Context: an optimization exercise on an open-source flow, tuned for a short achievable clock period and few clock cycles. The choices shown serve that exercise and are no tape-out recipe.
RTL that was checked went through simulation tests only; none was proved equivalent to the original.
Function not checked in runs 1 and 2: the RTL went through the layout flow alone.
Power and IR drop assume default switching activity.

==> flow/design.v <==
module frame_responder (
    input  wire        clk,
    input  wire        rst,           
    input  wire        start,         
    output wire        ready,
    output reg         done,          
    output reg         reply,         
    output reg  [15:0] rx_lat,        
    output wire [1:0]  sess_state,    
    output reg  [10:0] tx_addr,
    input  wire [7:0]  tx_rdata,
    output reg         stg_we,
    output reg  [10:0] stg_addr,
    output reg  [7:0]  stg_wdata,
    output reg         st_req,
    output reg  [1:0]  st_cmd,        
    output reg  [24:0] st_addr,
    output reg  [7:0]  st_wdata,
    output reg  [9:0]  st_name_len,
    input  wire        st_gnt,
    input  wire [7:0]  st_rdata,
    input  wire        st_ok
);
    localparam [15:0] LAT_ARP = 16'd276;
    localparam [1:0] SESS_NONE = 2'd0, SESS_RD = 2'd1, SESS_WR = 2'd2;
    localparam [1:0] CMD_OPEN_RD = 2'd0, CMD_OPEN_WR = 2'd1,
                     CMD_READ    = 2'd2, CMD_WRITE   = 2'd3;
    localparam [2:0] S_IDLE   = 3'd0,
                     S_CLASS  = 3'd1,    
                     S_NAME   = 3'd2,    
                     S_OPEN   = 3'd3,    
                     S_OPW1   = 3'd4,    
                     S_OPW2   = 3'd5,    
                     S_RUN    = 3'd6;    
    localparam [1:0] K_NONE = 2'd0, K_CLASS = 2'd1, K_NAME = 2'd2, K_STR = 2'd3;
    function [5:0] cseq(input [1:0] mode, input [3:0] c);
        if (mode == SESS_RD) begin
            case (c)
                4'd0: cseq = 6'd46;  4'd1: cseq = 6'd47;
                4'd2: cseq = 6'd14;  4'd3: cseq = 6'd15;
                4'd4: cseq = 6'd16;  4'd5: cseq = 6'd25;
                4'd6: cseq = 6'd38;  4'd7: cseq = 6'd39;
                4'd8: cseq = 6'd44;  default: cseq = 6'd45;
            endcase
        end else begin
            case (c)
                4'd0: cseq = 6'd14;  4'd1: cseq = 6'd15;
                4'd2: cseq = 6'd16;  4'd3: cseq = 6'd25;
                4'd4: cseq = 6'd38;  4'd5: cseq = 6'd39;
                4'd6: cseq = 6'd44;  4'd7: cseq = 6'd45;
                4'd8: cseq = 6'd46;  4'd9: cseq = 6'd47;
                4'd10: cseq = 6'd40; default: cseq = 6'd41;
            endcase
        end
    endfunction
    function [3:0] clen(input [1:0] mode);
        case (mode)
            SESS_NONE: clen = 4'd8;
            SESS_RD:   clen = 4'd10;
            default:   clen = 4'd12;
        endcase
    endfunction
    function [5:0] hnext(input [5:0] a);
        case (a)
            6'd17:   hnext = 6'd20;
            6'd39:   hnext = 6'd42;
            6'd47:   hnext = 6'd0;
            6'd1:    hnext = 6'd18;
            6'd19:   hnext = 6'd40;
            default: hnext = a + 6'd1;
        endcase
    endfunction
    reg [2:0]  state;
    reg        ready_r;
    reg [1:0]  sess;
    reg [1:0]  sess_new;
    reg        op_arp, op_rrq, op_data, op_ack;    
    assign ready      = ready_r;
    assign sess_state = sess;
    reg [7:0]  tx_q;
    reg [7:0]  rdat_q;
    reg        rok_q;
    reg        rsp_v, rv_q;
    reg [3:0]  ci;              
    reg [1:0]  arp_iss;         
    reg        g_et, g_ip, g_blk, g_ulen, g_arp;
    reg        f14_08, f15_06, f15_00, f22_00, f23_01, f16_45, f25_11;
    reg        f38_00, f38_4a, f39_45, f39_4d, f44_00;
    reg        f45_1, f45_2, f45_3, f45_4;
    reg [15:0] blk;
    reg [15:0] ulen;
    reg [9:0]  nis;             
    reg        nis_end;         
    reg        nfound;
    reg [9:0]  nlen;
    reg        name_bad;
    reg        prev_dot;
    reg [9:0]  nrep;            
    reg [15:0] blk_rep;
    reg [15:0] frame_len, ip_len, udp_len_r;
    reg        str_on;          
    reg        commit;          
    reg [5:0]  h;               
    reg [5:0]  haddr;           
    reg        h_left;
    reg [9:0]  b;               
    reg        b_left;
    reg [9:0]  pay_left;        
    reg        pay_nz;
    reg [1:0]  k0, k1, k2;
    reg        p0, p1, p2;      
    reg [9:0]  s0, s1, s2;
    reg [9:0]  d1, d2;
    reg        uc1, uc2;
    reg [7:0]  cv1, cv2;
    reg [17:0] fq [0:7];
    reg [2:0]  fwp, frp;
    reg [3:0]  fcnt;
    reg [7:0]  sq [0:7];
    reg [2:0]  swp, srp;
    reg [3:0]  scnt;
    reg [9:0]  wleft;
    reg        wzero;
    reg        wr_mode;
    reg        rd_mode;
    reg        rd_idone;        
    reg        rd_fin;          
    reg [9:0]  krsp;
    reg [9:0]  kpop;
    reg [7:0]  rq [0:15];
    reg [3:0]  rwp, rrp;
    reg [4:0]  rcnt;
    reg [9:0] dmap;
    reg       ucmap;
    reg [7:0] cvmap;
    always @(*) begin
        dmap  = s0;
        ucmap = 1'b0;
        cvmap = 8'h00;
        if (s0[9:6] == 4'd0) begin
            if (op_arp) begin
                case (s0[5:0])
                    6'd22: begin ucmap = 1'b1; cvmap = 8'h00; end
                    6'd23: begin ucmap = 1'b1; cvmap = 8'h02; end
                    6'd24, 6'd25, 6'd26, 6'd27, 6'd28, 6'd29,
                    6'd30, 6'd31, 6'd32, 6'd33:
                        dmap = s0 + 10'd10;
                    6'd34: begin dmap = 10'd24; ucmap = 1'b1; cvmap = 8'h00; end
                    6'd35: begin dmap = 10'd25; ucmap = 1'b1; cvmap = 8'h11; end
                    6'd36: begin dmap = 10'd26; ucmap = 1'b1; cvmap = 8'h22; end
                    6'd37: begin dmap = 10'd27; ucmap = 1'b1; cvmap = 8'h33; end
                    6'd38: begin dmap = 10'd28; ucmap = 1'b1; cvmap = 8'h44; end
                    6'd39: begin dmap = 10'd29; ucmap = 1'b1; cvmap = 8'h55; end
                    6'd40, 6'd41, 6'd42, 6'd43:
                        dmap = s0 - 10'd10;
                    default: ;
                endcase
            end else begin
                case (s0[5:0])
                    6'd0:  begin ucmap = 1'b1; cvmap = frame_len[7:0]; end
                    6'd1:  begin ucmap = 1'b1; cvmap = frame_len[15:8]; end
                    6'd2, 6'd3, 6'd4, 6'd5, 6'd6, 6'd7:
                        dmap = s0 + 10'd6;
                    6'd8, 6'd9, 6'd10, 6'd11, 6'd12, 6'd13:
                        dmap = s0 - 10'd6;
                    6'd18: begin ucmap = 1'b1; cvmap = ip_len[15:8]; end
                    6'd19: begin ucmap = 1'b1; cvmap = ip_len[7:0]; end
                    6'd28, 6'd29, 6'd30, 6'd31:
                        dmap = s0 + 10'd4;
                    6'd32, 6'd33, 6'd34, 6'd35:
                        dmap = s0 - 10'd4;
                    6'd36, 6'd37:
                        dmap = s0 + 10'd2;
                    6'd38: begin dmap = 10'd36; ucmap = 1'b1; cvmap = 8'h4A; end
                    6'd39: begin dmap = 10'd37; ucmap = 1'b1; cvmap = 8'h4D; end
                    6'd40: begin ucmap = 1'b1; cvmap = udp_len_r[15:8]; end
                    6'd41: begin ucmap = 1'b1; cvmap = udp_len_r[7:0]; end
                    6'd44: begin ucmap = 1'b1; cvmap = 8'h00; end
                    6'd45: begin ucmap = 1'b1; cvmap = (op_rrq || op_ack) ? 8'd3 : 8'd4; end
                    6'd46: begin ucmap = 1'b1; cvmap = blk_rep[15:8]; end
                    6'd47: begin ucmap = 1'b1; cvmap = blk_rep[7:0]; end
                    default: ;
                endcase
            end
        end
    end
    wire et_arp    = f14_08 && f15_06;
    wire et_ip     = f14_08 && f15_00;
    wire ip_ok     = f16_45 && f25_11 &&
                     ((f38_00 && f39_45) || (f38_4a && f39_4d));
    wire tftp_op1  = f44_00 && f45_1;
    wire tftp_op2  = f44_00 && f45_2;
    wire tftp_op3  = f44_00 && f45_3;
    wire tftp_op4  = f44_00 && f45_4;
    wire data_ok   = (ulen >= 16'd12) && (ulen <= 16'd524) && (blk != 16'd0);
    wire nb_zero   = (tx_q == 8'h00);
    wire nb_dot    = (tx_q == 8'h2E);
    wire nb_bad    = (tx_q == 8'h2F) || (tx_q == 8'h5C) || (prev_dot && nb_dot);
    wire name_ret  = (k2 == K_NAME) && !nfound &&
                     (state == S_CLASS || state == S_NAME);
    wire       credit   = (fcnt < 4'd5);
    wire       scredit  = (scnt < 4'd5);
    wire       iss_b    = str_on && credit && b_left && (!pay_nz || scredit);
    wire       iss_h    = str_on && credit && !iss_b && h_left;
    wire       acc      = st_req && st_gnt;
    wire       rd_resp  = rd_mode && rv_q && !rd_fin;
    wire       rd_data  = rd_resp && rok_q;
    wire       rq_pop   = commit && rd_mode && (rcnt != 5'd0);
    wire       rq_byp   = commit && rd_mode && (rcnt == 5'd0) && rd_data;
    wire       rq_push  = rd_data && !rq_byp;
    wire       fpush    = (k2 == K_STR);
    wire       fpop     = commit && (fcnt != 4'd0) && !rq_pop && !rq_byp;
    wire       spush    = p2;
    wire       sfree    = !st_req || acc;
    wire       spop     = wr_mode && sfree && (scnt != 4'd0);
    wire       stream_idle = !h_left && !b_left && (k0 != K_STR) &&
                             (k1 != K_STR) && (k2 != K_STR) && (fcnt == 4'd0);
    wire       wr_idle  = !wr_mode || wzero;
    wire       rd_idle  = !rd_mode || (rd_fin && rcnt == 5'd0);
    wire       run_end  = (state == S_RUN) && stream_idle && wr_idle && rd_idle;
    always @(posedge clk) begin
        tx_q   <= tx_rdata;
        rdat_q <= st_rdata;
        rok_q  <= st_ok;
        if (fpush)
            fq[fwp] <= {d2, uc2 ? cv2 : tx_q};
        if (spush)
            sq[swp] <= tx_q;
        if (rq_push)
            rq[rwp] <= rdat_q;
        frame_len <= 16'd46 + {6'd0, nrep};
        ip_len    <= 16'd32 + {6'd0, nrep};
        udp_len_r <= 16'd12 + {6'd0, nrep};
    end
    task finish(input rep);
        reg [1:0] m;
        begin
            m = rep ? sess_new : sess;
            state    <= S_IDLE;
            ready_r  <= 1'b1;
            done     <= 1'b1;
            reply    <= rep;
            if (rep)
                sess <= sess_new;
            sess_new <= m;
            str_on   <= 1'b0;
            commit   <= 1'b0;
            wr_mode  <= 1'b0;
            rd_mode  <= 1'b0;
            st_req   <= 1'b0;
            k0       <= K_CLASS;
            k1       <= K_NONE;
            k2       <= K_NONE;
            p0       <= 1'b0;
            p1       <= 1'b0;
            p2       <= 1'b0;
            tx_addr  <= {5'd0, cseq(m, 4'd0)};
            s0       <= {4'd0, cseq(m, 4'd0)};
            ci       <= 4'd1;
            arp_iss  <= 2'd0;
            g_et <= 1'b0; g_ip <= 1'b0; g_blk <= 1'b0;
            g_ulen <= 1'b0; g_arp <= 1'b0;
            nis      <= 10'd48;
            nis_end  <= 1'b0;
            nfound   <= 1'b0;
            name_bad <= 1'b0;
            prev_dot <= 1'b0;
            h        <= 6'd0;
            haddr    <= 6'd2;
            h_left   <= 1'b1;
            b        <= 10'd48;
            b_left   <= (m != SESS_RD);
            pay_left <= 10'd0;
            pay_nz   <= 1'b0;
            nrep     <= (m == SESS_RD) ? 10'd512 : 10'd0;
            rd_fin   <= 1'b0;
            rd_idone <= 1'b0;
            krsp     <= 10'd0;
            kpop     <= 10'd0;
            wzero    <= 1'b1;
            fwp <= 3'd0; frp <= 3'd0; fcnt <= 4'd0;
            swp <= 3'd0; srp <= 3'd0; scnt <= 4'd0;
            rwp <= 4'd0; rrp <= 4'd0; rcnt <= 5'd0;
        end
    endtask
    always @(posedge clk) begin
        if (rst) begin
            sess        <= SESS_NONE;
            done        <= 1'b0;
            reply       <= 1'b0;
            rx_lat      <= 16'd0;
            stg_we      <= 1'b0;
            stg_addr    <= 11'd0;
            stg_wdata   <= 8'd0;
            st_cmd      <= 2'd0;
            st_addr     <= 25'd0;
            st_wdata    <= 8'd0;
            st_name_len <= 10'd0;
            rsp_v       <= 1'b0;
            rv_q        <= 1'b0;
            sess_new    <= SESS_NONE;
            state       <= S_IDLE;
            ready_r     <= 1'b1;
            str_on      <= 1'b0;
            commit      <= 1'b0;
            wr_mode     <= 1'b0;
            rd_mode     <= 1'b0;
            st_req      <= 1'b0;
            k0          <= K_CLASS;
            k1          <= K_NONE;
            k2          <= K_NONE;
            p0          <= 1'b0;
            p1          <= 1'b0;
            p2          <= 1'b0;
            tx_addr     <= 11'd14;
            s0          <= 10'd14;
            ci          <= 4'd1;
            arp_iss     <= 2'd0;
            g_et <= 1'b0; g_ip <= 1'b0; g_blk <= 1'b0;
            g_ulen <= 1'b0; g_arp <= 1'b0;
            nis         <= 10'd48;
            nis_end     <= 1'b0;
            nfound      <= 1'b0;
            name_bad    <= 1'b0;
            prev_dot    <= 1'b0;
            h           <= 6'd0;
            haddr       <= 6'd2;
            h_left      <= 1'b1;
            b           <= 10'd48;
            b_left      <= 1'b1;
            pay_left    <= 10'd0;
            pay_nz      <= 1'b0;
            nrep        <= 10'd0;
            rd_fin      <= 1'b0;
            rd_idone    <= 1'b0;
            krsp        <= 10'd0;
            kpop        <= 10'd0;
            wzero       <= 1'b1;
            fwp <= 3'd0; frp <= 3'd0; fcnt <= 4'd0;
            swp <= 3'd0; srp <= 3'd0; scnt <= 4'd0;
            rwp <= 4'd0; rrp <= 4'd0; rcnt <= 5'd0;
        end else begin
            done   <= 1'b0;
            stg_we <= 1'b0;
            k0  <= K_NONE;
            p0  <= 1'b0;
            k1  <= k0;
            p1  <= p0;
            s1  <= s0;
            d1  <= dmap;
            uc1 <= ucmap;
            cv1 <= cvmap;
            k2  <= k1;
            p2  <= p1;
            s2  <= s1;
            d2  <= d1;
            uc2 <= uc1;
            cv2 <= cv1;
            if (iss_b) begin
                tx_addr <= {1'b0, b};
                s0      <= b;
                k0      <= K_STR;
                p0      <= pay_nz;
                b       <= b + 10'd1;
                b_left  <= (b != 10'd559);
                if (pay_nz) begin
                    pay_left <= pay_left - 10'd1;
                    pay_nz   <= (pay_left != 10'd1);
                end
            end else if (iss_h) begin
                tx_addr <= {5'd0, haddr};
                s0      <= {4'd0, haddr};
                k0      <= K_STR;
                haddr   <= hnext(haddr);
                h       <= h + 6'd1;
                h_left  <= (h != 6'd47);
            end
            if (fpush)
                fwp <= fwp + 3'd1;
            if (fpop)
                frp <= frp + 3'd1;
            fcnt <= fcnt + {3'b0, fpush} - {3'b0, fpop};
            if (rq_byp) begin
                stg_we    <= 1'b1;
                stg_addr  <= 11'd48 + {1'b0, kpop};
                stg_wdata <= rdat_q;
                kpop      <= kpop + 10'd1;
            end else if (rq_pop) begin
                stg_we    <= 1'b1;
                stg_addr  <= 11'd48 + {1'b0, kpop};
                stg_wdata <= rq[rrp];
                kpop      <= kpop + 10'd1;
            end else if (fpop) begin
                stg_we    <= 1'b1;
                stg_addr  <= {1'b0, fq[frp][17:8]};
                stg_wdata <= fq[frp][7:0];
            end
            if (spush)
                swp <= swp + 3'd1;
            if (spop)
                srp <= srp + 3'd1;
            scnt <= scnt + {3'b0, spush} - {3'b0, spop};
            if (wr_mode) begin
                if (acc) begin
                    st_addr[8:0] <= st_addr[8:0] + 9'd1;
                    wleft        <= wleft - 10'd1;
                    wzero        <= (wleft == 10'd1);
                end
                if (sfree) begin
                    st_req <= (scnt != 4'd0);
                    if (scnt != 4'd0)
                        st_wdata <= sq[srp];
                end
            end
            rsp_v <= rd_mode && acc;
            rv_q  <= rsp_v;
            if (rq_push)
                rwp <= rwp + 4'd1;
            if (rq_pop)
                rrp <= rrp + 4'd1;
            rcnt <= rcnt + {4'b0, rq_push} - {4'b0, rq_pop};
            if (rd_mode) begin
                if (acc) begin
                    st_addr[8:0] <= st_addr[8:0] + 9'd1;
                    if (st_addr[8:0] == 9'd511)
                        rd_idone <= 1'b1;
                end
                st_req <= !rd_fin && !rd_idone &&
                          !(acc && st_addr[8:0] == 9'd511) && (rcnt < 5'd12);
                if (rd_resp) begin
                    if (rok_q) begin
                        krsp <= krsp + 10'd1;
                        if (krsp == 10'd511) begin
                            rd_fin   <= 1'b1;
                            sess_new <= SESS_RD;
                            b_left   <= 1'b0;
                            rx_lat   <= 16'd68 + 16'd512;
                        end
                    end else begin
                        rd_fin   <= 1'b1;
                        st_req   <= 1'b0;
                        nrep     <= krsp;
                        sess_new <= SESS_NONE;
                        b        <= 10'd48 + krsp;
                        b_left   <= 1'b1;
                        rx_lat   <= 16'd68 + {6'd0, krsp};
                        if (h >= 6'd42) begin
                            h      <= 6'd42;
                            haddr  <= 6'd0;
                            h_left <= 1'b1;
                        end
                    end
                end
            end
            if (name_ret) begin
                if (!nb_zero) begin
                    prev_dot <= nb_dot;
                    if (nb_bad)
                        name_bad <= 1'b1;
                end
                if (nb_zero || s2 == 10'd559) begin
                    nfound <= 1'b1;
                    nlen   <= nb_zero ? (s2 - 10'd48) : 10'd512;
                end
            end
            case (state)
            S_IDLE: begin
                k0 <= K_CLASS;
                if (start) begin
                    state   <= S_CLASS;
                    ready_r <= 1'b0;
                    k2      <= K_NONE;
                    ci      <= 4'd2;
                    tx_addr <= {5'd0, cseq(sess, 4'd1)};
                    s0      <= {4'd0, cseq(sess, 4'd1)};
                end
            end
            S_CLASS: begin
                if (k2 == K_CLASS) begin
                    case (s2[5:0])
                        6'd14: f14_08 <= (tx_q == 8'h08);
                        6'd15: begin f15_06 <= (tx_q == 8'h06);
                                     f15_00 <= (tx_q == 8'h00);
                                     g_et   <= 1'b1; end
                        6'd22: f22_00 <= (tx_q == 8'h00);
                        6'd23: begin f23_01 <= (tx_q == 8'h01);
                                     g_arp  <= 1'b1; end
                        6'd16: f16_45 <= (tx_q == 8'h45);
                        6'd25: f25_11 <= (tx_q == 8'h11);
                        6'd38: begin f38_00 <= (tx_q == 8'h00);
                                     f38_4a <= (tx_q == 8'h4A); end
                        6'd39: begin f39_45 <= (tx_q == 8'h45);
                                     f39_4d <= (tx_q == 8'h4D); end
                        6'd44: f44_00 <= (tx_q == 8'h00);
                        6'd45: begin f45_1 <= (tx_q == 8'd1);
                                     f45_2 <= (tx_q == 8'd2);
                                     f45_3 <= (tx_q == 8'd3);
                                     f45_4 <= (tx_q == 8'd4);
                                     g_ip  <= 1'b1; end
                        6'd46: blk[15:8] <= tx_q;
                        6'd47: begin blk[7:0] <= tx_q; g_blk <= 1'b1; end
                        6'd40: ulen[15:8] <= tx_q;
                        6'd41: begin ulen[7:0] <= tx_q; g_ulen <= 1'b1; end
                        default: ;
                    endcase
                end
                if (g_et && et_arp && arp_iss != 2'd2) begin
                    tx_addr <= (arp_iss == 2'd0) ? 11'd22 : 11'd23;
                    s0      <= (arp_iss == 2'd0) ? 10'd22 : 10'd23;
                    k0      <= K_CLASS;
                    arp_iss <= arp_iss + 2'd1;
                end else if (ci != clen(sess)) begin
                    tx_addr <= {5'd0, cseq(sess, ci)};
                    s0      <= {4'd0, cseq(sess, ci)};
                    k0      <= K_CLASS;
                    ci      <= ci + 4'd1;
                end else if (sess == SESS_NONE && !nfound && !nis_end) begin
                    tx_addr <= {1'b0, nis};
                    s0      <= nis;
                    k0      <= K_NAME;
                    nis     <= nis + 10'd1;
                    nis_end <= (nis == 10'd559);
                end
                if (sess == SESS_RD && g_blk && !rd_mode && !rd_fin) begin
                    rd_mode <= 1'b1;
                    st_req  <= 1'b1;
                    st_cmd  <= CMD_READ;
                    st_addr <= {blk, 9'd0};
                end
                if (g_et && !et_arp && !et_ip) begin
                    finish(1'b0);
                end else if (g_et && et_arp) begin
                    if (g_arp) begin
                        if (f22_00 && f23_01) begin
                            op_arp   <= 1'b1;
                            op_rrq   <= 1'b0;
                            op_data  <= 1'b0;
                            op_ack   <= 1'b0;
                            state    <= S_RUN;
                            str_on   <= 1'b1;
                            commit   <= 1'b1;
                            b_left   <= 1'b1;
                            rx_lat   <= LAT_ARP;
                            rd_mode  <= 1'b0;
                            st_req   <= 1'b0;
                            rcnt     <= 5'd0;
                            sess_new <= sess;
                        end else begin
                            finish(1'b0);
                        end
                    end
                end else if (g_ip) begin
                    op_arp  <= 1'b0;
                    op_rrq  <= tftp_op1;
                    op_data <= tftp_op3;
                    op_ack  <= tftp_op4;
                    if (!ip_ok) begin
                        finish(1'b0);
                    end else if (tftp_op1 || tftp_op2) begin
                        if (sess == SESS_NONE)
                            state <= S_NAME;
                        else
                            finish(1'b0);
                    end else if (tftp_op3) begin
                        if (sess != SESS_WR) begin
                            finish(1'b0);
                        end else if (g_ulen) begin
                            if (data_ok) begin
                                state    <= S_RUN;
                                str_on   <= 1'b1;
                                commit   <= 1'b1;
                                blk_rep  <= blk;
                                pay_left <= ulen[9:0] - 10'd12;
                                pay_nz   <= (ulen[9:0] != 10'd12);
                                wleft    <= ulen[9:0] - 10'd12;
                                wzero    <= (ulen[9:0] == 10'd12);
                                wr_mode  <= 1'b1;
                                st_cmd   <= CMD_WRITE;
                                st_addr  <= {blk - 16'd1, 9'd0};
                                rx_lat   <= 16'd68;
                                if (ulen != 16'd524)
                                    sess_new <= SESS_NONE;
                            end else begin
                                finish(1'b0);
                            end
                        end
                    end else if (tftp_op4) begin
                        if (sess != SESS_RD) begin
                            finish(1'b0);
                        end else begin
                            state   <= S_RUN;
                            str_on  <= 1'b1;
                            commit  <= 1'b1;
                            blk_rep <= blk + 16'd1;
                        end
                    end else begin
                        finish(1'b0);
                    end
                end
            end
            S_NAME: begin
                if (!nfound && !nis_end) begin
                    tx_addr <= {1'b0, nis};
                    s0      <= nis;
                    k0      <= K_NAME;
                    nis     <= nis + 10'd1;
                    nis_end <= (nis == 10'd559);
                end
                if (nfound) begin
                    if (name_bad) begin
                        finish(1'b0);
                    end else begin
                        state       <= S_OPEN;
                        st_req      <= 1'b1;
                        st_cmd      <= op_rrq ? CMD_OPEN_RD : CMD_OPEN_WR;
                        st_name_len <= nlen;
                        str_on      <= 1'b1;
                        k0          <= K_NONE;
                        if (op_rrq) begin
                            blk_rep <= 16'd1;
                            nrep    <= 10'd512;
                            b_left  <= 1'b0;
                        end else begin
                            blk_rep <= 16'd0;
                            nrep    <= 10'd0;
                        end
                    end
                end
            end
            S_OPEN: begin
                if (st_gnt) begin
                    st_req <= 1'b0;
                    state  <= S_OPW1;
                end
            end
            S_OPW1: begin
                state <= S_OPW2;
            end
            S_OPW2: begin
                if (!rok_q) begin
                    finish(1'b0);
                end else begin
                    state  <= S_RUN;
                    commit <= 1'b1;
                    if (op_rrq) begin
                        rd_mode <= 1'b1;
                        st_req  <= 1'b1;
                        st_cmd  <= CMD_READ;
                        st_addr <= 25'd0;
                    end else begin
                        sess_new <= SESS_WR;
                        rx_lat   <= 16'd68;
                    end
                end
            end
            S_RUN: begin
                if (run_end)
                    finish(1'b1);
            end
            default: begin
                state   <= S_IDLE;
                ready_r <= 1'b1;
            end
            endcase
        end
    end
endmodule
==> flow/run.sh <==
#!/bin/bash
# synth_recipe.tcl (not shown) runs the flow's synth.tcl, then flattens the netlist and writes it again
# the make line also repeats each setting of config.mk as NAME=value (left out here)
make -C /OpenROAD-flow-scripts/flow DESIGN_CONFIG=/design/flow/config.mk WORK_HOME=/design/flow/orfs CLKGATE_MAP_FILE= SYNTH_SCRIPT=/design/flow/synth_recipe.tcl finish
==> flow/config.mk <==
export PLATFORM = sky130hd
export DESIGN_NAME = frame_responder
export DESIGN_NICKNAME = frame_responder
export VERILOG_FILES = /design/flow/design.v
export SDC_FILE = /design/flow/constraint.sdc
export NUM_CORES = 4
export LEC_CHECK = 0
export ABC_CLOCK_PERIOD_IN_PS = 3000
export CAP_MARGIN = 20
export CORE_MARGIN = 2
export CORE_UTILIZATION = 40
export SETUP_SLACK_MARGIN = 3.5
export SLEW_MARGIN = 20
==> flow/constraint.sdc <==
create_clock -name core_clock -period 7.0 [get_ports {clk}]
set_input_delay 1.4000 -clock core_clock [delete_from_list [all_inputs] [get_ports {clk}]]
set_output_delay 1.4000 -clock core_clock [all_outputs]
set_load 0.01 [all_outputs]
==> reports/metrics.cfg, run 1 <==
[run_status]
status = timing/DRC/antenna clean

[layout]
mostFrequentLayoutCell = edfxtp_1
final_nets = 3490
fin_cells = 4631
final_cell_mix = 481 x edfxtp_1, 357 x nor2_1, 322 x nand2_1
areaGrowthSynthToFinish_pct = 16.2
drive_above_1_share = 0.123

[synth]
syn_area_um2 = 36500
synthMuxAreaShare = 0.0725
synthCells = 3276
synth_top_family_by_area = simple AND/OR/NAND/NOR gates
synth_compound_area_frac = 0.119
avgSynthCellArea_um2 = 11.1
synth_top_area_frac = 0.396
synth_area_leaders = edfxtp_1 40%, dfxtp_1 17%, mux4_2 5.7%, nor2_1 3.7%, nand2_1 3.3%
yosys.area_share.simple = 0.141
ys_seq_area_frac = 0.568
ys_warn_count = 1
ys_seq_elements = 794
synth-xor-area-share = 0.0382
synth_fa_ha_area_frac = 0.0321
async_reset_ff_frac = 0
synth_cell_types = 86
synth_edf_count = 481
synth_nets = 3387
synth_top_area_cell = edfxtp_1
synth-main-ff-cell = edfxtp_1

[drt]
route.detailed.drc = 0
finalWirelength_mm = 102
num_vias = 26100
drt_iter0_markers = 2603
drt-pass1-iter-count = 5
wl_per_cell_um = 21.9
via_per_inst = 5.64
ant_nets = 0

[power_and_ir_drop]
p_int_mw = 8.99
clockPowerShare = 0.367
p_seq_frac = 0.424
power_leakage_nw = 14.2
p_sw_mw = 3.90
sw_frac_of_total = 0.302
p_per_area_nw_per_um2 = 304
worst_ir_drop_vdd_uv = 206
power_frac_comb = 0.210
total_power_mw = 12.9

[place]
hpwl_mm = 69.9
gp_congestion = 0.939
io_buffers = 118
place_ws_ps = 2590
placed_cells = 4447

[floorplan]
die_h_um = 306
rows = 110
io-pin-count = 119
start_util = 0.405
dieArea_um2 = 93600
coreArea_um2 = 90100
die_w_um = 306

[sta]
min_period_ps = 3400
slew_violations = 0
fin_ws_ps = 3600
hold_viol = 0
finalCritPeriodShare = 0.486
relSlewSlack = 0.310
rsz0062_at_grt = yes
clock_skew_ps = 29.4
setup_violations = 0
fin_tns_setup_ps = 0
worstMarginPinSlew_ps = 1030
fmax_mhz = 294

[setup_path]
timing.rr.start = ulen[6]
cp-start-kind = flip-flop
rr_worst_depth = 8
reg2reg_to = st_addr[0]
critical_path_arrival_ps = 3940
reg2reg_slack_ps = 3600
endpoint_kind = flip-flop
critPathRequiredTime_ps = 7540
path_class = reg -> reg
path_max_fanout = 9

[global_routing]
grt_pass1_vias = 25000
grt_use_total = 0.214
antenna_found_initial = 6
grt_max_degree = 66
gr-total-overflow = 0
grt_pass1_wl_mm = 154

[cts]
cts_max_level = 3
cts_buffers = 87
cts_sinks = 794
clk_latency_ps = 670
clockBufferDepth = 3
path_clk_slew_ps = 60
cts_hold_buf = 0
tritoncts = built
cts_root_buf = clkbuf_16

[min_path]
hold_depth = 0
min_to = udp_len_r[0]
hold_class = reg -> reg
hp-start = nrep[0]

[job]
cap_violations = 0

-- worst max-delay path by stage --
stage | slack, ps | to | cells past startpoint | start
finish | 3600 | st_addr[0] | 8 | ulen[6]
global route | 3440 | d1[9] | 15 | s0[2]
CTS | 3510 | flip-flop | 11 | blk[0]
detailed placement | 2590 | fcnt[2] | 11 | blk[0]
global placement | 2680 | kpop[6] | 11 | blk[0]
floorplan | 3530 | d1[8] | 16 | s0[2]
-- metal layers --
layer	vias to the layer above	wire, um	GRT usage	share of wire
li1	12200	-	-	-
met1	12700	45000	0.301	0.44
met2	1030	45600	0.333	0.45
met3	198	7800	0.0418	0.077
met4	4	3150	0.0701	0.031
met5	-	25	0	0.00025
-- sequential cells by signal, summed over array words and instances, names as in the netlist, 11 cells and up, named ones only --
| signal | flops |
|---|---|
| stg_addr | 11 |
| sq | 64 |
| fq | 144 |
| ulen | 16 |
| blk | 16 |
| st_addr | 25 |
| blk_rep | 16 |
| udp_len_r | 11 |
| rq | 128 |
| tx_addr | 11 |
| rx_lat | 16 |
-- worst max-delay path, cell delays in order (launching register included) --
cell	delay (ps)
edfxtp_1	430
or4_4	590
o31ai_2	230
o211ai_1	170
or2_4	330
or4_4	540
a31oi_2	590
or2_2	340
nor2_1	70
-- cell families after synthesis --
logic type	Yosys count
AOI/OAI and AO/OA	688
xor gates and xnor gates	159
adders and majority gates	90
buffers and inverters	280
DFF	794
muxes	147
and+or+nand+nor	1118
-- power by group through the flow --
stage                     logic [mW]  registers [mW]  clock network, mW
after floorplan                 1.67            5.43                  0
after global placement          2.40            5.54                  0
after detailed placement        2.43            5.54                  0
after CTS                       2.54            5.44               4.82
after global routing            2.93            5.48               5.00
final                           2.70            5.46               4.73
-- cell usage after synthesis, types with 7 or more instances --
master	n
o21bai_1	14
buf_1	21
o21ai_0	155
mux2_2	19
nand4_1	24
o31ai_1	9
a22oi_1	20
and2_1	40
clkbuf_1	147
xor2_1	67
and3_1	22
ha_1	84
or2_2	17
mux4_2	92
a31oi_1	35
o211ai_1	21
o21a_1	11
xnor2_1	92
nor2b_1	21
edfxtp_1	481
or4_1	8
a211oi_1	44
nor2_1	364
a21oi_1	215
a221oi_1	19
a21o_1	23
a22o_1	8
o22ai_1	19
nor3b_1	9
or3_1	22
dfxtp_1	313
mux2i_1	36
o21ai_1	7
buf_2	12
nor4_1	28
nand2b_1	28
nand2_1	325
nor3_1	81
inv_1	95
nand3_1	100
-- cell type report --
class	instances	area (um2)
Fill cell	8169	47800
Sequential cell	794	20700
Multi-Input combinational cell	2202	15000
Clock buffer	122	2470
Timing Repair Buffer	198	1860
Tap cell	1176	1470
Clock inverter	41	499
Inverter	96	367
Antenna cell	2	5.00
-- repair_timing --
action,in CTS,in global routing
buffers inserted,7,11
resized for setup,28,37
pin swaps,5,3
setup endpoints to repair,194,159
cloned,1,0
-- through the flow --
step | hold slack, ps | utilization | cell area [um2]
global route | 377 | 0.470 | 42400
global placement | 338 | 0.432 | 38900
detailed placement | 347 | 0.432 | 38900
floorplan | 329 | - | 36500
CTS | 362 | 0.467 | 42100
finish | 356 | 0.470 | 42400
==> inputs of run 2 (changes only) <==
--- a/flow/config.mk
+++ b/flow/config.mk
@@ -5,9 +5,9 @@
 export SDC_FILE = /design/flow/constraint.sdc
 export NUM_CORES = 4
 export LEC_CHECK = 0
-export ABC_CLOCK_PERIOD_IN_PS = 3000
+export ABC_CLOCK_PERIOD_IN_PS = 2500
 export CAP_MARGIN = 20
 export CORE_MARGIN = 2
 export CORE_UTILIZATION = 40
-export SETUP_SLACK_MARGIN = 3.5
+export SETUP_SLACK_MARGIN = 5
 export SLEW_MARGIN = 20
==> run 2 against run 1 <==
Still clean. Global-route usage up 3.7 points. Synthesized cell count unchanged. Non-clock buffer count up 350. Clock skew up 10 ps. Worst setup slack better by 160 ps. Critical path depth up 7. Register-to-register slack better by 160 ps. Maximum frequency up 5.1%. Sequential share of layout area down 6.7 points. Power up 14%. Combinational power up 75%. Clock power down 5.3%. Critical path type unchanged. Critical endpoint is now swp[1]. Highest routed layer is now met4.
==> reports/metrics.cfg, run 2 <==
[setup_path]
critical_path_arrival_ps = 3780
path_cells = inv_4 > ha_4 > or4b_4 > or4_4 > nor3_4 > buf_6 > nor2_4 > o21bai_4 > nor2_4 > o21ai_4 > buf_12 > buf_6 > buf_12 > buf_16 > nor2_2
rr_worst_depth = 15
reg2reg_to = swp[1]
cp_slowest_cell = or4b_4
cp-start-kind = flip-flop
endpoint_kind = flip-flop
reg2reg_slack_ps = 3760
path_class = reg -> reg
cpLargestDelayFamily = simple AND/OR/NAND/NOR gates
critPathRequiredTime_ps = 7550
worst-path-buf-inv = 6
cp_slowest_stage_delay_ps = 470
path_max_fanout = 6
timing.rr.start = blk[0]

[floorplan]
start_util = 0.405
io-pin-count = 119
dieArea_um2 = 93600
die_w_um = 306
coreArea_um2 = 90100
rows = 110
die_h_um = 306

[job]
cap_violations = 0

[drt]
drt_iter0_markers = 2722
ant_nets = 0
wl_per_cell_um = 24.2
num_vias = 28900
drt-pass1-iter-count = 6
finalWirelength_mm = 121
via_per_inst = 5.79
route.detailed.drc = 0

[sta]
fin_tns_setup_ps = 0
fmax_mhz = 309
clock_skew_ps = 39.7
relSlewSlack = 0.289
worstMarginPinSlew_ps = 1060
setup_violations = 0
slew_violations = 0
finalCritPeriodShare = 0.462
hold_viol = 0
min_period_ps = 3240
rsz0062_at_grt = yes

[layout]
final_nets = 3852
seq_area_um2 = 20900
fillers = 7398
final_cell_area_um2 = 49600
areaGrowthSynthToFinish_pct = 35.9
drive_above_1_share = 0.390
largest_reg_flops = 144
insertedDiodeCount = 0
multi_input_comb_area_um2 = 18100
mostFrequentLayoutCell = edfxtp_1
final_cell_mix = 481 x edfxtp_1, 286 x nand2_1, 262 x nor2_1
top_regs = fq: 144 flops, rq: 128 flops, sq: 64 flops
largest_register = fq

[global_routing]
grt_use_total = 0.251
antenna_found_initial = 3
gr-total-overflow = 0
grt_pass1_wl_mm = 178
grt_max_degree = 65
grt_pass1_vias = 27700

[synth]
synth_edf_count = 481
synth_top_area_frac = 0.396
synthMuxAreaShare = 0.0725
synth_compound_area_frac = 0.119
synth_commonest_cells = 481 x edfxtp_1, 364 x nor2_1, 325 x nand2_1
async_reset_ff_frac = 0
synth_top_area_cell = edfxtp_1
yosys.area_share.simple = 0.141
avgSynthCellArea_um2 = 11.1
syn_area_um2 = 36500
ys_seq_area_frac = 0.568
synth_fa_ha_area_frac = 0.0321
synth_area_leaders = edfxtp_1 40%, dfxtp_1 17%, mux4_2 5.7%, nor2_1 3.7%, nand2_1 3.3%
ys_warn_count = 1
synth-main-ff-cell = edfxtp_1
ys_seq_elements = 794
yosysMostFrequentCell = edfxtp_1
synth_nets = 3387
synthCells = 3276
synth_cell_types = 86
synth_top_family_by_area = simple AND/OR/NAND/NOR gates
synth-xor-area-share = 0.0382

[min_path]
min_to = s2[8]
hp-start = s1[8]
hold_class = reg -> reg
hold_depth = 0

[place]
dpl-instance-area_um2 = 40100
io_buffers = 118
gp_congestion = 0.986
hpwl_mm = 75.3

[power_and_ir_drop]
worst_ir_drop_vdd_uv = 226
p_per_area_nw_per_um2 = 296
total_power_mw = 14.7
power_leakage_nw = 17.0

[cts]
cts_max_level = 3
path_clk_slew_ps = 60
cts_hold_buf = 0
cts_root_buf = clkbuf_16
clockBufferDepth = 3
cts_buffers = 88
clk_latency_ps = 680
tritoncts = built
cts_sinks = 794

[run_status]
status = timing/DRC/antenna clean

run 2: cell counts after synthesis:
No cell type changed its count.
run 2: cell families after synthesis:
logic type	count (synthesis)
AO/OA/AOI/OAI	688
XOR/XNOR	159
multiplexers	147
adder cells (fa/ha/maj)	90
buffers and inverters	280
AND/OR/NAND/NOR	1118
flip-flops	794
run 2: area by class of cell:
| cell class | count | area share |
|---|---|---|
| repair inverters | 3 | 0.000505 |
| well taps | 1176 | 0.0297 |
| multi-input cells | 2210 | 0.366 |
| flip-flops and latches | 794 | 0.422 |
| inverters | 96 | 0.00853 |
| clock inverters | 43 | 0.00833 |
| repair buffers | 548 | 0.117 |
| clock buffers | 119 | 0.0484 |
run 2: per-layer routing:
layer	track usage	vias up	wire length [um]	share of wire
met5	0	-	0	0
met4	0.0999	0	5690	0.047
met3	0.0439	312	8940	0.074
met2	0.396	1196	55000	0.45
met1	0.344	14400	51300	0.42
li1	-	13000	-	-
run 2: report_power, final:
| group | internal (mW) | total (mW) | switching [mW] |
|---|---|---|---|
| combinational | 2.09 | 4.72 | 2.63 |
| clock | 2.54 | 4.48 | 1.94 |
| sequential | 5.23 | 5.49 | 0.265 |
| total | 9.86 | 14.7 | 4.83 |
run 2: repair_timing:
item	4_1_cts	5_1_grt
endpoints found under the setup margin	626	605
buffers inserted	276	84
resized for setup	1085	319
cloned	25	3
pin swaps	171	170
run 2: through the flow:
stage           util  std cells  hold slack (ps)  setup WS (ps)
2_1_floorplan      -       3276              329           3980
3_3_place_gp   0.445       4439              401           2710
3_5_place_dp   0.445       4439              405           2660
4_1_cts        0.528       4902              413           3790
5_1_grt        0.550       4989              422           3700
6_report       0.550       4989              413           3760
run 2: worst max path at each step:
stage	from	end	slack, ps	cells after the start
floorplan	ulen[6]	st_addr[20]	3980	10
global placement	st_gnt	scnt[1]	2710	8
detailed placement	st_gnt	scnt[1]	2660	8
CTS	blk[0]	commit	3790	14
global route	blk[0]	commit	3700	15
finish	blk[0]	swp[1]	3760	15
run 2: worst register-to-register path: cells and delay by family (launching register included):
kind	cells	cell delay [ps]
adders and majority gates	1	130
DFF	1	440
buffers and inverters	6	790
AOI/OAI and AO/OA	2	500
and+or+nand+nor	6	1260
==> inputs of run 3 (changes only) <==
--- a/flow/design.v
+++ b/flow/design.v
@@ -89,6 +89,10 @@
     reg        f45_1, f45_2, f45_3, f45_4;
     reg [15:0] blk;
     reg [15:0] ulen;
+    reg        blk_nz, ulen_ok, ulen_nz12, ulen_full;
+    reg [15:0] blkm1, blkp1;
+    reg [9:0]  ulen_m12;
+    reg        dec_drop, dec_arp, dec_name, dec_data, dec_ack;
     reg [9:0]  nis;             
     reg        nis_end;         
     reg        nfound;
@@ -192,7 +196,21 @@
     wire tftp_op2  = f44_00 && f45_2;
     wire tftp_op3  = f44_00 && f45_3;
     wire tftp_op4  = f44_00 && f45_4;
-    wire data_ok   = (ulen >= 16'd12) && (ulen <= 16'd524) && (blk != 16'd0);
+    wire data_ok   = ulen_ok && blk_nz;
+    wire tftp_any  = tftp_op1 || tftp_op2 || tftp_op3 || tftp_op4;
+    wire ip_go     = g_et && et_ip && g_ip && ip_ok;
+    wire c_arp     = g_et && et_arp && g_arp && f22_00 && f23_01;
+    wire c_name    = ip_go && (tftp_op1 || tftp_op2) && (sess == SESS_NONE);
+    wire c_data    = ip_go && tftp_op3 && (sess == SESS_WR) && g_ulen && data_ok;
+    wire c_ack     = ip_go && tftp_op4 && (sess == SESS_RD);
+    wire c_drop    = (g_et && !et_arp && !et_ip) ||
+                     (g_et && et_arp && g_arp && !(f22_00 && f23_01)) ||
+                     (g_et && et_ip && g_ip &&
+                      (!ip_ok || !tftp_any ||
+                       ((tftp_op1 || tftp_op2) && sess != SESS_NONE) ||
+                       (tftp_op3 && sess != SESS_WR) ||
+                       (tftp_op3 && g_ulen && !data_ok) ||
+                       (tftp_op4 && sess != SESS_RD)));
     wire nb_zero   = (tx_q == 8'h00);
     wire nb_dot    = (tx_q == 8'h2E);
     wire nb_bad    = (tx_q == 8'h2F) || (tx_q == 8'h5C) || (prev_dot && nb_dot);
@@ -242,7 +260,6 @@
             reply    <= rep;
             if (rep)
                 sess <= sess_new;
-            sess_new <= m;
             str_on   <= 1'b0;
             commit   <= 1'b0;
             wr_mode  <= 1'b0;
@@ -256,31 +273,6 @@
             p2       <= 1'b0;
             tx_addr  <= {5'd0, cseq(m, 4'd0)};
             s0       <= {4'd0, cseq(m, 4'd0)};
-            ci       <= 4'd1;
-            arp_iss  <= 2'd0;
-            g_et <= 1'b0; g_ip <= 1'b0; g_blk <= 1'b0;
-            g_ulen <= 1'b0; g_arp <= 1'b0;
-            nis      <= 10'd48;
-            nis_end  <= 1'b0;
-            nfound   <= 1'b0;
-            name_bad <= 1'b0;
-            prev_dot <= 1'b0;
-            h        <= 6'd0;
-            haddr    <= 6'd2;
-            h_left   <= 1'b1;
-            b        <= 10'd48;
-            b_left   <= (m != SESS_RD);
-            pay_left <= 10'd0;
-            pay_nz   <= 1'b0;
-            nrep     <= (m == SESS_RD) ? 10'd512 : 10'd0;
-            rd_fin   <= 1'b0;
-            rd_idone <= 1'b0;
-            krsp     <= 10'd0;
-            kpop     <= 10'd0;
-            wzero    <= 1'b1;
-            fwp <= 3'd0; frp <= 3'd0; fcnt <= 4'd0;
-            swp <= 3'd0; srp <= 3'd0; scnt <= 4'd0;
-            rwp <= 4'd0; rrp <= 4'd0; rcnt <= 5'd0;
         end
     endtask
     always @(posedge clk) begin
@@ -298,6 +290,11 @@
             st_name_len <= 10'd0;
             rsp_v       <= 1'b0;
             rv_q        <= 1'b0;
+            dec_drop    <= 1'b0;
+            dec_arp     <= 1'b0;
+            dec_name    <= 1'b0;
+            dec_data    <= 1'b0;
+            dec_ack     <= 1'b0;
             sess_new    <= SESS_NONE;
             state       <= S_IDLE;
             ready_r     <= 1'b1;
@@ -452,6 +449,11 @@
                     end
                 end
             end
+            dec_drop <= (state == S_CLASS) && c_drop;
+            dec_arp  <= (state == S_CLASS) && c_arp;
+            dec_name <= (state == S_CLASS) && c_name;
+            dec_data <= (state == S_CLASS) && c_data;
+            dec_ack  <= (state == S_CLASS) && c_ack;
             if (name_ret) begin
                 if (!nb_zero) begin
                     prev_dot <= nb_dot;
@@ -466,6 +468,31 @@
             case (state)
             S_IDLE: begin
                 k0 <= K_CLASS;
+                sess_new <= sess;
+                arp_iss  <= 2'd0;
+                g_et <= 1'b0; g_ip <= 1'b0; g_blk <= 1'b0;
+                g_ulen <= 1'b0; g_arp <= 1'b0;
+                nis      <= 10'd48;
+                nis_end  <= 1'b0;
+                nfound   <= 1'b0;
+                name_bad <= 1'b0;
+                prev_dot <= 1'b0;
+                h        <= 6'd0;
+                haddr    <= 6'd2;
+                h_left   <= 1'b1;
+                b        <= 10'd48;
+                b_left   <= (sess != SESS_RD);
+                pay_left <= 10'd0;
+                pay_nz   <= 1'b0;
+                nrep     <= (sess == SESS_RD) ? 10'd512 : 10'd0;
+                rd_fin   <= 1'b0;
+                rd_idone <= 1'b0;
+                krsp     <= 10'd0;
+                kpop     <= 10'd0;
+                wzero    <= 1'b1;
+                fwp <= 3'd0; frp <= 3'd0; fcnt <= 4'd0;
+                swp <= 3'd0; srp <= 3'd0; scnt <= 4'd0;
+                rwp <= 4'd0; rrp <= 4'd0; rcnt <= 5'd0;
                 if (start) begin
                     state   <= S_CLASS;
                     ready_r <= 1'b0;
@@ -498,9 +525,17 @@
                                      f45_4 <= (tx_q == 8'd4);
                                      g_ip  <= 1'b1; end
                         6'd46: blk[15:8] <= tx_q;
-                        6'd47: begin blk[7:0] <= tx_q; g_blk <= 1'b1; end
+                        6'd47: begin blk[7:0] <= tx_q; g_blk <= 1'b1;
+                                     blk_nz <= (blk[15:8] != 8'd0) || (tx_q != 8'd0);
+                                     blkm1  <= {blk[15:8], tx_q} - 16'd1;
+                                     blkp1  <= {blk[15:8], tx_q} + 16'd1; end
                         6'd40: ulen[15:8] <= tx_q;
-                        6'd41: begin ulen[7:0] <= tx_q; g_ulen <= 1'b1; end
+                        6'd41: begin ulen[7:0] <= tx_q; g_ulen <= 1'b1;
+                                     ulen_ok   <= ({ulen[15:8], tx_q} >= 16'd12) &&
+                                                  ({ulen[15:8], tx_q} <= 16'd524);
+                                     ulen_m12  <= {ulen[9:8], tx_q} - 10'd12;
+                                     ulen_nz12 <= ({ulen[15:8], tx_q} != 16'd12);
+                                     ulen_full <= ({ulen[15:8], tx_q} == 16'd524); end
                         default: ;
                     endcase
                 end
@@ -527,75 +562,56 @@
                     st_cmd  <= CMD_READ;
                     st_addr <= {blk, 9'd0};
                 end
-                if (g_et && !et_arp && !et_ip) begin
+                if (dec_drop) begin
                     finish(1'b0);
-                end else if (g_et && et_arp) begin
-                    if (g_arp) begin
-                        if (f22_00 && f23_01) begin
-                            op_arp   <= 1'b1;
-                            op_rrq   <= 1'b0;
-                            op_data  <= 1'b0;
-                            op_ack   <= 1'b0;
-                            state    <= S_RUN;
-                            str_on   <= 1'b1;
-                            commit   <= 1'b1;
-                            b_left   <= 1'b1;
-                            rx_lat   <= LAT_ARP;
-                            rd_mode  <= 1'b0;
-                            st_req   <= 1'b0;
-                            rcnt     <= 5'd0;
-                            sess_new <= sess;
-                        end else begin
-                            finish(1'b0);
-                        end
-                    end
-                end else if (g_ip) begin
+                end else if (dec_arp) begin
+                    op_arp   <= 1'b1;
+                    op_rrq   <= 1'b0;
+                    op_data  <= 1'b0;
+                    op_ack   <= 1'b0;
+                    state    <= S_RUN;
+                    str_on   <= 1'b1;
+                    commit   <= 1'b1;
+                    b_left   <= 1'b1;
+                    rx_lat   <= LAT_ARP;
+                    rd_mode  <= 1'b0;
+                    st_req   <= 1'b0;
+                    rcnt     <= 5'd0;
+                    sess_new <= sess;
+                end else if (dec_name) begin
                     op_arp  <= 1'b0;
                     op_rrq  <= tftp_op1;
-                    op_data <= tftp_op3;
-                    op_ack  <= tftp_op4;
-                    if (!ip_ok) begin
-                        finish(1'b0);
-                    end else if (tftp_op1 || tftp_op2) begin
-                        if (sess == SESS_NONE)
-                            state <= S_NAME;
-                        else
-                            finish(1'b0);
-                    end else if (tftp_op3) begin
-                        if (sess != SESS_WR) begin
-                            finish(1'b0);
-                        end else if (g_ulen) begin
-                            if (data_ok) begin
-                                state    <= S_RUN;
-                                str_on   <= 1'b1;
-                                commit   <= 1'b1;
-                                blk_rep  <= blk;
-                                pay_left <= ulen[9:0] - 10'd12;
-                                pay_nz   <= (ulen[9:0] != 10'd12);
-                                wleft    <= ulen[9:0] - 10'd12;
-                                wzero    <= (ulen[9:0] == 10'd12);
-                                wr_mode  <= 1'b1;
-                                st_cmd   <= CMD_WRITE;
-                                st_addr  <= {blk - 16'd1, 9'd0};
-                                rx_lat   <= 16'd68;
-                                if (ulen != 16'd524)
-                                    sess_new <= SESS_NONE;
-                            end else begin
-                                finish(1'b0);
-                            end
-                        end
-                    end else if (tftp_op4) begin
-                        if (sess != SESS_RD) begin
-                            finish(1'b0);
-                        end else begin
-                            state   <= S_RUN;
-                            str_on  <= 1'b1;
-                            commit  <= 1'b1;
-                            blk_rep <= blk + 16'd1;
-                        end
-                    end else begin
-                        finish(1'b0);
-                    end
+                    op_data <= 1'b0;
+                    op_ack  <= 1'b0;
+                    state   <= S_NAME;
+                end else if (dec_data) begin
+                    op_arp   <= 1'b0;
+                    op_rrq   <= 1'b0;
+                    op_data  <= 1'b1;
+                    op_ack   <= 1'b0;
+                    state    <= S_RUN;
+                    str_on   <= 1'b1;
+                    commit   <= 1'b1;
+                    blk_rep  <= blk;
+                    pay_left <= ulen_m12;
+                    pay_nz   <= ulen_nz12;
+                    wleft    <= ulen_m12;
+                    wzero    <= !ulen_nz12;
+                    wr_mode  <= 1'b1;
+                    st_cmd   <= CMD_WRITE;
+                    st_addr  <= {blkm1, 9'd0};
+                    rx_lat   <= 16'd68;
+                    if (!ulen_full)
+                        sess_new <= SESS_NONE;
+                end else if (dec_ack) begin
+                    op_arp  <= 1'b0;
+                    op_rrq  <= 1'b0;
+                    op_data <= 1'b0;
+                    op_ack  <= 1'b1;
+                    state   <= S_RUN;
+                    str_on  <= 1'b1;
+                    commit  <= 1'b1;
+                    blk_rep <= blkp1;
                 end
             end
             S_NAME: begin
==> run 3 against run 2 <==
Still clean. Sequential cell count rose by 49. Utilization rose by 0.62 points. Power rose by 1.3%. First-iteration DRC count fell by 0.96%. Global-route usage fell by 1.8 points. Routed wire length fell by 4.2%. Largest cell class unchanged. Sequential share of layout area rose by 1.5 points. Worst setup slack improved by 430 ps.
==> reports/metrics.cfg, run 3 <==
[synth]
syn_area_um2 = 37200
synth-main-ff-cell = edfxtp_1
synth_area_leaders = edfxtp_1 42%, dfxtp_1 17%, mux4_2 5.3%, nor2_1 3.1%, ha_1 3.0%
ys_seq_elements = 843
synth_nets = 3236
ys_seq_area_frac = 0.593
synth_top_area_frac = 0.418
synth_top_area_cell = edfxtp_1
synth_edf_count = 518
synth_cell_types = 94
avgSynthCellArea_um2 = 11.9
synthCells = 3119
async_reset_ff_frac = 0
ys_warn_count = 1
yosysMostFrequentCell = edfxtp_1
synth_commonest_cells = 518 x edfxtp_1, 325 x dfxtp_1, 303 x nor2_1

[power_and_ir_drop]
worst_ir_drop_vdd_uv = 213
power_leakage_nw = 17.6
p_per_area_nw_per_um2 = 291

[layout]
top_regs = fq: 144 flops, rq: 128 flops, sq: 64 flops
areaGrowthSynthToFinish_pct = 37.5
fin_cells = 4956
largest_reg_flops = 144
final_cell_mix = 518 x edfxtp_1, 275 x buf_4, 258 x nor2_1
insertedDiodeCount = 0
final_cell_area_um2 = 51100
largest_register = fq
fillers = 7559
final_nets = 3753
drive_above_1_share = 0.386
mostFrequentLayoutCell = edfxtp_1

[setup_path]
endpoint_kind = flip-flop
cpLargestDelayFamily = compound AO/OA/AOI/OAI gates
path_cells = inv_8 > nor4_4 > a21oi_2 > fa_2 > a21oi_2 > o211ai_1 > o41ai_2 > xor2_1 > o22ai_1 > a221o_1
path_common_cell = a21oi_2
critical_path_arrival_ps = 3200
cp-start-kind = flip-flop
critPathRequiredTime_ps = 7400
cp_slowest_stage_delay_ps = 460
cp_slowest_cell = dfxtp_4
worst-path-buf-inv = 1
path_class = reg -> reg
path_max_fanout = 3

[run_status]
status = timing/DRC/antenna clean

[drt]
finalWirelength_mm = 116
drt_iter0_markers = 2696
drt-pass1-iter-count = 5
wl_per_cell_um = 23.4
num_vias = 27900
route.detailed.drc = 0
ant_nets = 0
via_per_inst = 5.63

[global_routing]
antenna_found_initial = 2
grtUsageMet2 = 0.380
gr-total-overflow = 0
grt_max_degree = 46
grt_pass1_vias = 26700
grt_use_total = 0.233
use_met1 = 0.306
grt_pass1_wl_mm = 168
busiest_layer = met2
grtUsageMet3 = 0.0391

[cts]
cts_root_buf = clkbuf_16
path_clk_slew_ps = 70
clockBufferDepth = 3
cts_sinks = 843
tritoncts = built
clk_latency_ps = 690
cts_buffers = 89
cts_max_level = 3

[place]
placed_cells = 4365
hpwl_mm = 66.9
dpl-instance-area_um2 = 40900
io_buffers = 118
gp_congestion = 0.919

[floorplan]
die_w_um = 309
start_util = 0.404
die_h_um = 309
coreArea_um2 = 91900
io-pin-count = 119
dieArea_um2 = 95400
rows = 111

[sta]
clock_skew_ps = 50.2
setup_violations = 0
min_period_ps = 2810
slew_violations = 0
finalCritPeriodShare = 0.401
relSlewSlack = 0.374
fmax_mhz = 356
hold_viol = 0
rsz0062_at_grt = yes
worstMarginPinSlew_ps = 938
fin_tns_setup_ps = 0

[job]
cap_violations = 0

[min_path]
hold_class = reg -> reg

[run 3: cell count changes in the layout (fill, tap and decap cells not counted), sizes merged, moves of 27 or more]
cell / change
nor2: -62
nand2: -49
nand3: -38
edfxtp: +37
o21ai: -35
mux2i: +31
buf: +27
[run 3: layout make-up]
| type | count | area [um2] | share of cell area |
|---|---|---|---|
| Tap cell | 1243 | 1560 | 0.0304 |
| Timing Repair Buffer | 585 | 6520 | 0.128 |
| Multi-Input combinational cell | 2023 | 17200 | 0.336 |
| Clock inverter | 45 | 573 | 0.0112 |
| Timing Repair inverter | 3 | 28.8 | 0.000563 |
| Clock buffer | 123 | 2520 | 0.0492 |
| Inverter | 91 | 413 | 0.00808 |
| Sequential cell | 843 | 22300 | 0.437 |
[run 3: where the power goes]
group	leakage (nW)	total, mW	internal, mW	switching, mW
Clock	1.50	4.96	2.91	2.05
Combinational	8.69	4.13	1.74	2.39
Sequential	7.44	5.80	5.53	0.270
Total	17.6	14.9	10.2	4.71
[run 3: metrics by stage]
step	util	total power [mW]	setup slack, ps	hold slack, ps
6_report	0.556	14.9	4190	358
5_1_grt	0.556	15.4	4060	363
4_1_cts	0.530	14.3	4080	361
3_5_place_dp	0.444	8.40	2990	363
3_3_place_gp	0.444	8.39	3010	365
2_1_floorplan	-	7.65	4010	329
[run 3: metal layers]
metal / vias to the layer above / share of wire
li1: 12600 / -
met1: 13700 / 0.40
met2: 1185 / 0.47
met3: 323 / 0.073
met4: 0 / 0.052
met5: - / 0
[run 3: cell families (layout without fill, tap and decap cells)]
logic type               count (synthesis)  in the layout  share of synthesized area
XOR/XNOR                               167            167                     0.0393
adder cells (fa/ha/maj)                 96             96                     0.0335
flip-flops                             843            843                      0.593
AND/OR/NAND/NOR                        985            987                      0.128
AO/OA/AOI/OAI                          602            605                      0.104
multiplexers                           168            168                     0.0750
buffers and inverters                  258            847                     0.0273
[run 3: timing repair]
action | CTS | global route
buffers inserted | 264 | 127
gates cloned | 24 | 8
pin swaps | 133 | 180
endpoints found under the setup margin | 806 | 586
hold buffers | 0 | 0
gates resized for setup | 1005 | 272
[run 3: final timing paths]
kind	from	endpoint	slack, ps	cells past startpoint
max	s0[3]	d1[9]	4190	10
min	nrep[0]	udp_len_r[0]	360	0
max reg2reg	s0[3]	d1[9]	4190	10
min reg2reg	nrep[0]	udp_len_r[0]	360	0
Testbench counts of run 3, summed over its fixed seeds: cycles 284,714.

==> what the ideal ports hide <==
Ports are ideal in the flow. The routed layouts listed here were re-timed in OpenROAD. Step 1: set_driving_cell puts a clkbuf_16 on clk and a buf_2 on each other input, an assumption about the parent block. Step 2, shift: input delay + t, output delay - t, t = (earliest + latest rising clock arrival at the registers) / 2. This alone moves slack from input paths to output paths. Three values: no drivers, after step 1, after step 2; two values: the first two.
run | shift t [ns] | slack for setup (ns) | worst hold slack (ns) | clock arrival spread, ns | slew at the worst register clock pin (ns)
run 1 | 0.720 | 3.599 / 3.567 / 2.962 | 0.356 / 0.356 / 0.356 | 0.031 / 0.031 | 0.07 / 0.07
run 2 | 0.733 | 3.763 / 3.763 / 3.609 | 0.413 / 0.413 / 0.413 | 0.040 / 0.040 | 0.07 / 0.07
run 3 | 0.734 | 4.193 / 4.193 / 3.734 | 0.358 / 0.358 / 0.358 | 0.050 / 0.050 | 0.07 / 0.07
After both steps setup and hold are still met in every run listed. For run 1, which loses most, drivers alone change the setup slack by -0.032 ns; drivers and shift together by -0.637 ns.
